From an optimization exercise on the open Yosys and OpenROAD flow, aimed at small area; shortcuts taken in it are not production practice.
RTL that was checked went through simulation tests only; none was proved equivalent to the original.
Power and IR drop assume default switching activity.

==> run E: inputs <==
==> flow/design.v <==
module upid_sym_enc (
    input  wire [4:0] idx,
    output wire [6:0] chr
);
    wire lt6 = ~idx[4] & ~idx[3] & ~(idx[2] & idx[1]);
    wire c6  = ~lt6;
    wire c2  = idx[1] | idx[0];
    assign chr[0] = idx[0] ^ c6;
    assign chr[1] = ~(idx[1] ^ (c6 & idx[0]));
    assign chr[2] = idx[2] ^ (idx[1] | (c6 & idx[0]));
    assign chr[3] = c6 & ~(idx[3] ^ (idx[2] & c2));
    assign chr[4] = lt6 | ~(idx[4] ^ (idx[3] | (idx[2] & c2)));
    assign chr[5] = 1'b1;
    assign chr[6] = c6;
endmodule
module upid_sym_dec (
    input  wire [7:0] chr,
    output wire       valid,
    output wire [4:0] val
);
    wire [4:0] d = chr[4:0];
    wire L = chr[6];
    wire letter_ok = (d != 5'd0) & ~(d[4] & d[3] & (d[2] | (d[1] & d[0])));
    wire digit_ok  = d[4] & ~d[3] & (d[2] | d[1]);
    assign valid = ~chr[7] & chr[5] & (L ? letter_ok : digit_ok);
    wire c3 = d[2] | (d[1] & d[0]);
    assign val[0] = d[0] ^ L;
    assign val[1] = ~(d[1] ^ (L & ~d[0]));
    assign val[2] = ~(d[2] ^ (d[1] & (d[0] | ~L)));
    assign val[3] = L & (d[3] ^ c3);
    assign val[4] = L & (d[4] ^ (d[3] & c3));
endmodule
module upid_core (
    input  wire [3:0]   op,
    input  wire [4:0]   in_idx,
    input  wire [207:0] in_b,
    input  wire [7:0]   in_len,
    input  wire [127:0] in_val,
    input  wire [19:0]  in_pfx,
    input  wire [63:0]  in_ts,
    input  wire [63:0]  in_rnd,
    input  wire [3:0]   in_ver,
    output wire [2:0]   status,
    output wire [127:0] w
);
    genvar i;
    wire [25:0]  dv;
    wire [129:0] dbits;
    generate
        for (i = 0; i < 26; i = i + 1) begin : g_dec
            upid_sym_dec u_dec (.chr(in_b[8*i +: 8]), .valid(dv[i]), .val(dbits[129-5*i -: 5]));
        end
    endgenerate
    wire [127:0] w_pack = {in_ts[39:0], in_rnd, in_pfx, in_ver};
    wire [127:0] w_fb;
    generate
        for (i = 0; i < 16; i = i + 1) begin : g_fb
            assign w_fb[127-8*i -: 8] = in_b[8*i +: 8];
        end
    endgenerate
    wire [3:0] fill;
    assign fill[0] = (in_len[2:0] == 3'd0);
    assign fill[1] = (in_len[2:0] <= 3'd1);
    assign fill[2] = (in_len[2:0] <= 3'd2);
    assign fill[3] = (in_len[2:0] <= 3'd3);
    wire op_symenc = (op == 4'd0);
    wire op_symdec = (op == 4'd1);
    wire op_pack   = (op == 4'd2);
    wire op_unpack = (op == 4'd3);
    wire op_totext = (op == 4'd4);
    wire op_ftext  = (op == 4'd5);
    wire op_pfxenc = (op == 4'd6);
    wire op_pfxdec = (op == 4'd7);
    wire op_tobyte = (op == 4'd8);
    wire op_fbyte  = (op == 4'd9);
    wire s_val = op_unpack | op_totext | op_tobyte;
    wire s_dec = op_ftext | op_symdec | op_pfxenc;
    wire [19:0] fillw = {{5{fill[0]}}, {5{fill[1]}}, {5{fill[2]}}, {5{fill[3]}}} & {20{op_pfxenc}};
    wire [127:0] w_common = ({128{s_val}}     & in_val)
                          | ({128{op_pack}}   & w_pack)
                          | ({128{s_dec}}     & dbits[129:2])
                          | ({128{op_fbyte}}  & w_fb);
    assign w[107:0]   = w_common[107:0];
    assign w[127:108] = w_common[127:108]
                      | fillw
                      | ({20{op_pfxdec}} & in_pfx)
                      | ({20{op_symenc}} & {in_idx, 15'd0});
    wire len26 = (in_len == 8'd26);
    wire len16 = (in_len == 8'd16);
    wire pe_long = (in_len > 8'd4);
    wire [3:0] pe_bad = ~dv[3:0] & ~fill;
    reg [2:0] st;
    always @* begin
        case (op)
            4'd0, 4'd3, 4'd4, 4'd7, 4'd8: st = 3'd0;
            4'd1: st = dv[0] ? 3'd0 : 3'd1;
            4'd2: st = (in_ts[63:40] != 24'd0) ? 3'd4 : 3'd0;
            4'd5: st = !len26 ? 3'd2 : (!(&dv) || dbits[1:0] != 2'b00) ? 3'd1 : 3'd0;
            4'd6: st = pe_long ? 3'd3 : (|pe_bad) ? 3'd1 : 3'd0;
            4'd9: st = len16 ? 3'd0 : 3'd2;
            default: st = 3'd5;
        endcase
    end
    assign status = st;
endmodule
module upid_codec (
    input  wire         clk,
    input  wire         rst,        
    input  wire         req_valid,
    input  wire [3:0]   op,
    input  wire [4:0]   in_idx,
    input  wire [207:0] in_b,
    input  wire [7:0]   in_len,
    input  wire [127:0] in_val,
    input  wire [19:0]  in_pfx,
    input  wire [63:0]  in_ts,
    input  wire [63:0]  in_rnd,
    input  wire [3:0]   in_ver,
    output reg          resp_valid,
    output wire [2:0]   status,
    output wire [4:0]   out_idx,
    output wire [207:0] out_b,
    output wire [7:0]   out_len,
    output wire [127:0] out_val,
    output wire [19:0]  out_pfx,
    output wire [39:0]  out_ts,
    output wire [63:0]  out_rnd,
    output wire [3:0]   out_ver
);
    wire [2:0]   c_status;
    wire [127:0] c_w;
    upid_core u_core (
        .op(op), .in_idx(in_idx), .in_b(in_b), .in_len(in_len), .in_val(in_val),
        .in_pfx(in_pfx), .in_ts(in_ts), .in_rnd(in_rnd), .in_ver(in_ver),
        .status(c_status), .w(c_w)
    );
    reg [3:0]   op_r;
    reg [2:0]   st_r;
    reg [127:0] w_r;
    always @(posedge clk) begin
        if (rst) resp_valid <= 1'b0;
        else     resp_valid <= req_valid;
    end
    always @(posedge clk) begin
        op_r <= op;
        st_r <= c_status;
        w_r  <= c_w;
    end
    wire ok = (st_r == 3'd0);
    wire e_symenc = ok & (op_r == 4'd0);
    wire e_symdec = ok & (op_r == 4'd1);
    wire e_unpack = ok & (op_r == 4'd3);
    wire e_totext = ok & (op_r == 4'd4);
    wire e_pfxenc = ok & (op_r == 4'd6);
    wire e_pfxdec = ok & (op_r == 4'd7);
    wire e_tobyte = ok & (op_r == 4'd8);
    wire e_val    = ok & ((op_r == 4'd2) | (op_r == 4'd5) | (op_r == 4'd9));
    assign status  = st_r;
    assign out_idx = {5{e_symdec}} & w_r[127:123];
    assign out_val = {128{e_val}} & w_r;
    assign out_ts  = {40{e_unpack}} & w_r[127:88];
    assign out_rnd = {64{e_unpack}} & w_r[87:24];
    assign out_ver = {4{e_unpack}} & w_r[3:0];
    assign out_pfx = ({20{e_unpack}} & w_r[23:4]) | ({20{e_pfxenc}} & w_r[127:108]);
    wire [3:0] nf;
    assign nf[0] = (w_r[127:123] != 5'd31);
    assign nf[1] = (w_r[122:118] != 5'd31);
    assign nf[2] = (w_r[117:113] != 5'd31);
    assign nf[3] = (w_r[112:108] != 5'd31);
    wire [3:0] pd_lane;    
    assign pd_lane[3] = nf[3];
    assign pd_lane[2] = nf[3] | nf[2];
    assign pd_lane[1] = pd_lane[2] | nf[1];
    assign pd_lane[0] = pd_lane[1] | nf[0];
    wire [2:0] pd_len = nf[3] ? 3'd4 : nf[2] ? 3'd3 : nf[1] ? 3'd2 : nf[0] ? 3'd1 : 3'd0;
    wire [129:0] tb = {w_r, 2'b00};
    genvar i;
    generate
        for (i = 0; i < 26; i = i + 1) begin : g_lane
            wire [6:0] chr;
            upid_sym_enc u_enc (.idx(tb[129-5*i -: 5]), .chr(chr));
            wire en_t;
            if (i == 0)
                assign en_t = e_totext | e_symenc | (e_pfxdec & pd_lane[0]);
            else if (i < 4)
                assign en_t = e_totext | (e_pfxdec & pd_lane[i]);
            else
                assign en_t = e_totext;
            wire [7:0] tchr = {1'b0, chr & {7{en_t}}};
            if (i < 16) begin : g_byte
                assign out_b[8*i +: 8] = tchr | ({8{e_tobyte}} & w_r[127-8*i -: 8]);
            end else begin : g_txt
                assign out_b[8*i +: 8] = tchr;
            end
        end
    endgenerate
    assign out_len = ({8{e_symenc}} & 8'd1)
                   | ({8{e_totext}} & 8'd26)
                   | ({8{e_tobyte}} & 8'd16)
                   | ({8{e_pfxdec}} & {5'd0, pd_len});
endmodule
==> flow/run.sh <==
#!/bin/bash
# synth_recipe.tcl (not shown) runs the flow's synth.tcl, then flattens the netlist and writes it again
# the make line also repeats each setting of config.mk as NAME=value (left out here)
make -C /OpenROAD-flow-scripts/flow DESIGN_CONFIG=/design/flow/config.mk WORK_HOME=/design/flow/orfs CLKGATE_MAP_FILE= SYNTH_SCRIPT=/design/flow/synth_recipe.tcl finish
==> flow/config.mk <==
export PLATFORM = sky130hd
export DESIGN_NAME = upid_codec
export DESIGN_NICKNAME = upid_codec
export VERILOG_FILES = /design/flow/design.v
export SDC_FILE = /design/flow/constraint.sdc
export NUM_CORES = 4
export LEC_CHECK = 0
export CAP_MARGIN = 20
export CORE_AREA = 5 5 295 295
export DIE_AREA = 0 0 300 300
export SLEW_MARGIN = 20
==> flow/constraint.sdc <==
create_clock -name core_clock -period 5.0 [get_ports {clk}]
set_input_delay 1.0000 -clock core_clock [delete_from_list [all_inputs] [get_ports {clk}]]
set_output_delay 1.0000 -clock core_clock [all_outputs]
set_load 0.01 [all_outputs]
==> inputs of run R, as changes to run E <==
--- a/flow/design.v
+++ b/flow/design.v
@@ -40,7 +40,7 @@
     input  wire [63:0]  in_ts,
     input  wire [63:0]  in_rnd,
     input  wire [3:0]   in_ver,
-    output wire [2:0]   status,
+    output wire [3:0]   code,
     output wire [127:0] w
 );
     genvar i;
@@ -76,15 +76,15 @@
     wire s_val = op_unpack | op_totext | op_tobyte;
     wire s_dec = op_ftext | op_symdec | op_pfxenc;
     wire [19:0] fillw = {{5{fill[0]}}, {5{fill[1]}}, {5{fill[2]}}, {5{fill[3]}}} & {20{op_pfxenc}};
-    wire [127:0] w_common = ({128{s_val}}     & in_val)
-                          | ({128{op_pack}}   & w_pack)
-                          | ({128{s_dec}}     & dbits[129:2])
-                          | ({128{op_fbyte}}  & w_fb);
+    wire [127:0] w_common = (in_val        | {128{~s_val}})
+                          & (w_pack        | {128{~op_pack}})
+                          & (dbits[129:2]  | {{20{1'b0}}, {108{~s_dec}}}
+                                           | {fillw | {20{~s_dec}}, 108'd0})
+                          & (w_fb          | {128{~op_fbyte}});
     assign w[107:0]   = w_common[107:0];
     assign w[127:108] = w_common[127:108]
-                      | fillw
-                      | ({20{op_pfxdec}} & in_pfx)
-                      | ({20{op_symenc}} & {in_idx, 15'd0});
+                      & (in_pfx            | {20{~op_pfxdec}})
+                      & ({in_idx, 15'h7fff} | {20{~op_symenc}});
     wire len26 = (in_len == 8'd26);
     wire len16 = (in_len == 8'd16);
     wire pe_long = (in_len > 8'd4);
@@ -101,7 +101,17 @@
             default: st = 3'd5;
         endcase
     end
-    assign status = st;
+    reg [2:0] cls;
+    always @* begin
+        case (op)
+            4'd5, 4'd9: cls = 3'd2;
+            4'd8:       cls = 3'd5;
+            4'd6:       cls = 3'd6;
+            4'd7:       cls = 3'd7;
+            default:    cls = op[2:0];
+        endcase
+    end
+    assign code = (st != 3'd0) ? {1'b1, st} : {1'b0, cls};
 endmodule
 module upid_codec (
     input  wire         clk,
@@ -127,35 +137,35 @@
     output wire [63:0]  out_rnd,
     output wire [3:0]   out_ver
 );
-    wire [2:0]   c_status;
+    wire [3:0]   c_code;
     wire [127:0] c_w;
     upid_core u_core (
         .op(op), .in_idx(in_idx), .in_b(in_b), .in_len(in_len), .in_val(in_val),
         .in_pfx(in_pfx), .in_ts(in_ts), .in_rnd(in_rnd), .in_ver(in_ver),
-        .status(c_status), .w(c_w)
+        .code(c_code), .w(c_w)
     );
-    reg [3:0]   op_r;
-    reg [2:0]   st_r;
-    reg [127:0] w_r;
+    reg [3:0]   code_n;     
+    wire [3:0]  code_r = ~code_n;
+    reg [127:0] w_n;    
+    wire [127:0] w_r = ~w_n;
     always @(posedge clk) begin
         if (rst) resp_valid <= 1'b0;
         else     resp_valid <= req_valid;
     end
     always @(posedge clk) begin
-        op_r <= op;
-        st_r <= c_status;
-        w_r  <= c_w;
-    end
-    wire ok = (st_r == 3'd0);
-    wire e_symenc = ok & (op_r == 4'd0);
-    wire e_symdec = ok & (op_r == 4'd1);
-    wire e_unpack = ok & (op_r == 4'd3);
-    wire e_totext = ok & (op_r == 4'd4);
-    wire e_pfxenc = ok & (op_r == 4'd6);
-    wire e_pfxdec = ok & (op_r == 4'd7);
-    wire e_tobyte = ok & (op_r == 4'd8);
-    wire e_val    = ok & ((op_r == 4'd2) | (op_r == 4'd5) | (op_r == 4'd9));
-    assign status  = st_r;
+        code_n <= ~c_code;
+        w_n  <= ~c_w;
+    end
+    wire ok = ~code_r[3];
+    wire e_symenc = ok & (code_r[2:0] == 3'd0);
+    wire e_symdec = ok & (code_r[2:0] == 3'd1);
+    wire e_val    = ok & (code_r[2:0] == 3'd2);
+    wire e_unpack = ok & (code_r[2:0] == 3'd3);
+    wire e_totext = ok & (code_r[2:0] == 3'd4);
+    wire e_tobyte = ok & (code_r[2:0] == 3'd5);
+    wire e_pfxenc = ok & (code_r[2:0] == 3'd6);
+    wire e_pfxdec = ok & (code_r[2:0] == 3'd7);
+    assign status  = {3{code_r[3]}} & code_r[2:0];
     assign out_idx = {5{e_symdec}} & w_r[127:123];
     assign out_val = {128{e_val}} & w_r;
     assign out_ts  = {40{e_unpack}} & w_r[127:88];
==> flow/flow/run.sh (new file) <==
#!/bin/bash
# Layout flow: the standard ORFS flow with these changes:
#  - synthesis skips Yosys's extract_fa and maps with flow/abc_area.script
#    (flow/synth.tcl); the registers are the standard synthesis's;
#  - the port buffers are made from the smallest buffer cell;
#  - the clock tree is built from clkbuf_8 cells, without dummy loads;
#  - the pins may sit on neighbouring tracks, so that they fit a smaller die.
# make's full output goes to flow.log; ORFS keeps each step's log under orfs/logs.
set -euo pipefail
bash standard.sh \
  "SYNTH_SCRIPT=$PWD/flow/synth.tcl" \
  "BUFFER_PORTS_ARGS=-buffer_cell sky130_fd_sc_hd__buf_1" \
  "CTS_ARGS=-sink_clustering_enable -repair_clock_nets -dont_use_dummy_load -buf_list sky130_fd_sc_hd__clkbuf_8" \
  "PLACE_PINS_ARGS=-min_distance 1 -min_distance_in_tracks" \
  finish > flow.log 2>&1
==> flow/flow/abc_area.script (new file) <==
&get -n
&st
&dch
&nf
&put
==> flow/flow/synth.tcl (new file) <==
proc synth {args} { yosys synth -nofsm -noshare {*}$args }
proc extract_fa {args} { puts "extract_fa skipped" }
# Map the logic with flow/abc_area.script (one &dch/&nf pass, no ABC
# buffering or sizing; the placer's resizer sizes the cells).
set ::flow_dir [file dirname [file normalize [info script]]]
proc abc {args} {
  set i [lsearch $args -script]
  lset args [expr {$i + 1}] $::flow_dir/abc_area.script
  yosys abc {*}$args
}
source $::env(SCRIPTS_DIR)/synth.tcl
# left out here: clear keep_hierarchy, flatten, clean up, hide names made inside functions, write 1_2_yosys.v
==> flow/standard.sh (new file) <==
#!/bin/bash
# synth_recipe.tcl (not shown) runs the flow's synth.tcl, then flattens the netlist and writes it again
# the make line also repeats each setting of config.mk as NAME=value (left out here)
make -C /OpenROAD-flow-scripts/flow DESIGN_CONFIG=/design/flow/config.mk WORK_HOME=/design/flow/orfs CLKGATE_MAP_FILE= SYNTH_SCRIPT=/design/flow/synth_recipe.tcl "${@:-finish}"
==> flow/config.mk (replaced) <==
export PLATFORM = sky130hd
export DESIGN_NAME = upid_codec
export DESIGN_NICKNAME = upid_codec
export VERILOG_FILES = /design/flow/design.v
export SDC_FILE = /design/flow/constraint.sdc
export NUM_CORES = 4
export LEC_CHECK = 0
export CAP_MARGIN = 5
export CORE_AREA = 5 5 195 195
export DIE_AREA = 0 0 200 200
export SLEW_MARGIN = 5
removed: flow/run.sh
==> inputs of run C, as changes to run E <==
--- a/flow/design.v
+++ b/flow/design.v
@@ -40,7 +40,7 @@
     input  wire [63:0]  in_ts,
     input  wire [63:0]  in_rnd,
     input  wire [3:0]   in_ver,
-    output wire [2:0]   status,
+    output wire [3:0]   code,
     output wire [127:0] w
 );
     genvar i;
@@ -101,7 +101,17 @@
             default: st = 3'd5;
         endcase
     end
-    assign status = st;
+    reg [2:0] cls;
+    always @* begin
+        case (op)
+            4'd5, 4'd9: cls = 3'd2;
+            4'd8:       cls = 3'd5;
+            4'd6:       cls = 3'd6;
+            4'd7:       cls = 3'd7;
+            default:    cls = op[2:0];
+        endcase
+    end
+    assign code = (st != 3'd0) ? {1'b1, st} : {1'b0, cls};
 endmodule
 module upid_codec (
     input  wire         clk,
@@ -127,35 +137,34 @@
     output wire [63:0]  out_rnd,
     output wire [3:0]   out_ver
 );
-    wire [2:0]   c_status;
+    wire [3:0]   c_code;
     wire [127:0] c_w;
     upid_core u_core (
         .op(op), .in_idx(in_idx), .in_b(in_b), .in_len(in_len), .in_val(in_val),
         .in_pfx(in_pfx), .in_ts(in_ts), .in_rnd(in_rnd), .in_ver(in_ver),
-        .status(c_status), .w(c_w)
+        .code(c_code), .w(c_w)
     );
-    reg [3:0]   op_r;
-    reg [2:0]   st_r;
-    reg [127:0] w_r;
+    reg [3:0]   code_r;
+    reg [127:0] w_n;    
+    wire [127:0] w_r = ~w_n;
     always @(posedge clk) begin
         if (rst) resp_valid <= 1'b0;
         else     resp_valid <= req_valid;
     end
     always @(posedge clk) begin
-        op_r <= op;
-        st_r <= c_status;
-        w_r  <= c_w;
-    end
-    wire ok = (st_r == 3'd0);
-    wire e_symenc = ok & (op_r == 4'd0);
-    wire e_symdec = ok & (op_r == 4'd1);
-    wire e_unpack = ok & (op_r == 4'd3);
-    wire e_totext = ok & (op_r == 4'd4);
-    wire e_pfxenc = ok & (op_r == 4'd6);
-    wire e_pfxdec = ok & (op_r == 4'd7);
-    wire e_tobyte = ok & (op_r == 4'd8);
-    wire e_val    = ok & ((op_r == 4'd2) | (op_r == 4'd5) | (op_r == 4'd9));
-    assign status  = st_r;
+        code_r <= c_code;
+        w_n  <= ~c_w;
+    end
+    wire ok = ~code_r[3];
+    wire e_symenc = ok & (code_r[2:0] == 3'd0);
+    wire e_symdec = ok & (code_r[2:0] == 3'd1);
+    wire e_val    = ok & (code_r[2:0] == 3'd2);
+    wire e_unpack = ok & (code_r[2:0] == 3'd3);
+    wire e_totext = ok & (code_r[2:0] == 3'd4);
+    wire e_tobyte = ok & (code_r[2:0] == 3'd5);
+    wire e_pfxenc = ok & (code_r[2:0] == 3'd6);
+    wire e_pfxdec = ok & (code_r[2:0] == 3'd7);
+    assign status  = {3{code_r[3]}} & code_r[2:0];
     assign out_idx = {5{e_symdec}} & w_r[127:123];
     assign out_val = {128{e_val}} & w_r;
     assign out_ts  = {40{e_unpack}} & w_r[127:88];
==> flow/flow/run.sh (new file) <==
#!/bin/bash
# Layout flow: the standard ORFS flow with three changes:
#  - synthesis skips Yosys's extract_fa (flow/synth.tcl), registers unchanged;
#  - the port buffers are made from the smallest buffer cell;
#  - the clock tree is built without dummy loads.
# make's full output goes to flow.log; ORFS keeps each step's log under orfs/logs.
set -euo pipefail
bash standard.sh \
  "SYNTH_SCRIPT=$PWD/flow/synth.tcl" \
  "BUFFER_PORTS_ARGS=-buffer_cell sky130_fd_sc_hd__buf_1" \
  "CTS_ARGS=-sink_clustering_enable -repair_clock_nets -dont_use_dummy_load" \
  finish > flow.log 2>&1
==> flow/flow/synth.tcl (new file) <==
proc synth {args} { yosys synth -nofsm -noshare {*}$args }
proc extract_fa {args} { puts "extract_fa skipped" }
source $::env(SCRIPTS_DIR)/synth.tcl
# left out here: clear keep_hierarchy, flatten, clean up, hide names made inside functions, write 1_2_yosys.v
==> flow/standard.sh (new file) <==
#!/bin/bash
# synth_recipe.tcl (not shown) runs the flow's synth.tcl, then flattens the netlist and writes it again
# the make line also repeats each setting of config.mk as NAME=value (left out here)
make -C /OpenROAD-flow-scripts/flow DESIGN_CONFIG=/design/flow/config.mk WORK_HOME=/design/flow/orfs CLKGATE_MAP_FILE= SYNTH_SCRIPT=/design/flow/synth_recipe.tcl "${@:-finish}"
--- a/flow/config.mk
+++ b/flow/config.mk
@@ -6,6 +6,6 @@
 export NUM_CORES = 4
 export LEC_CHECK = 0
 export CAP_MARGIN = 20
-export CORE_AREA = 5 5 295 295
-export DIE_AREA = 0 0 300 300
+export CORE_AREA = 5 5 195 195
+export DIE_AREA = 0 0 200 200
 export SLEW_MARGIN = 20
removed: flow/run.sh
==> notes <==
Run C ended with an error in I/O pin placement (3_2_place_iop), error PPL-0024. Run E completed with no timing, DRC or antenna violations. Run R completed without violations. Sequential power: run R is smaller than run E (about 6%). Between run E and run R, the lower combinational power is in run R (gap about 23%, measured against run R). In run R the via count is lower than in run E, by about 1.1%. Of run E and run R, run R has the higher sequential share of layout area (gap 5.2 points). Between run R and run E, the lower routed wire length is in run R (gap about 33%, measured against run E). In critical path depth, run R and run E do not differ.
==> figures <==
|  | run E | run R | run C |
|---|---|---|---|
| Leakage power | 10.2 nW | 6.30 nW | - |
| Sequential share of cell area | 10.4% | 15.6% | - |
| Power per unit of standard cell area | 180 mW/mm^2 | 210 mW/mm^2 | - |
| Cell type taking the most area | multi-input combinational cells | multi-input combinational cells | - |
| Number of distinct library cells after synthesis | 62 | 45 | 65 |
| Met2 wirelength from detailed routing | 58,800 um | 39,300 um | - |
| Worst relative slew slack | 22.2% | 35.8% | - |
| Combined area of the multi-input logic cells | 0.0106 sq mm | 0.00947 sq mm | - |
| WP depth | 7 | 7 | - |
| Max frequency | 219 MHz | 231 MHz | - |
| Max-cap check violation count | 0 | 0 | - |
| Final setup violating endpoints | 0 | 0 | - |
| Status | no timing/DRC/antenna violations | no timing/DRC/antenna violations | did not finish |
| Stage where the flow stopped | - | - | I/O pin placement (3_2_place_iop) |
| Final standard cell utilization of the core | 31.3% | 48.1% | - |
No functional check of the RTL was part of run E.

## port drivers added, routing unchanged
Ports are ideal in the flow. The routed layouts listed here were re-timed in OpenROAD.
Step 1, drivers: a clkbuf_16 drives clk and a buf_2 each remaining input, both assumed.
Step 2 moves the port delays by t, midway between the first and last clock arrival at a register: inputs arrive t later, outputs are due t later. That takes back most of the time a late clock gives input paths.
a / b / c = ideal ports / drivers / drivers and shift; a / b = the first two.
| run | t, ns | setup slack, ns | latest minus earliest clock arrival (ns) | slew at the worst register clock pin (ns) | pins driven straight from the clock port |
|---|---|---|---|---|---|
| run E | 0.553 | 0.438 / 0.359 / 0.745 | 0.014 / 0.014 | 0.07 / 0.07 | 1 |
| run R | 0.536 | 0.674 / 0.626 / 0.769 | 0.025 / 0.025 | 0.09 / 0.09 | 1 |
After both steps every run listed still meets setup and hold.
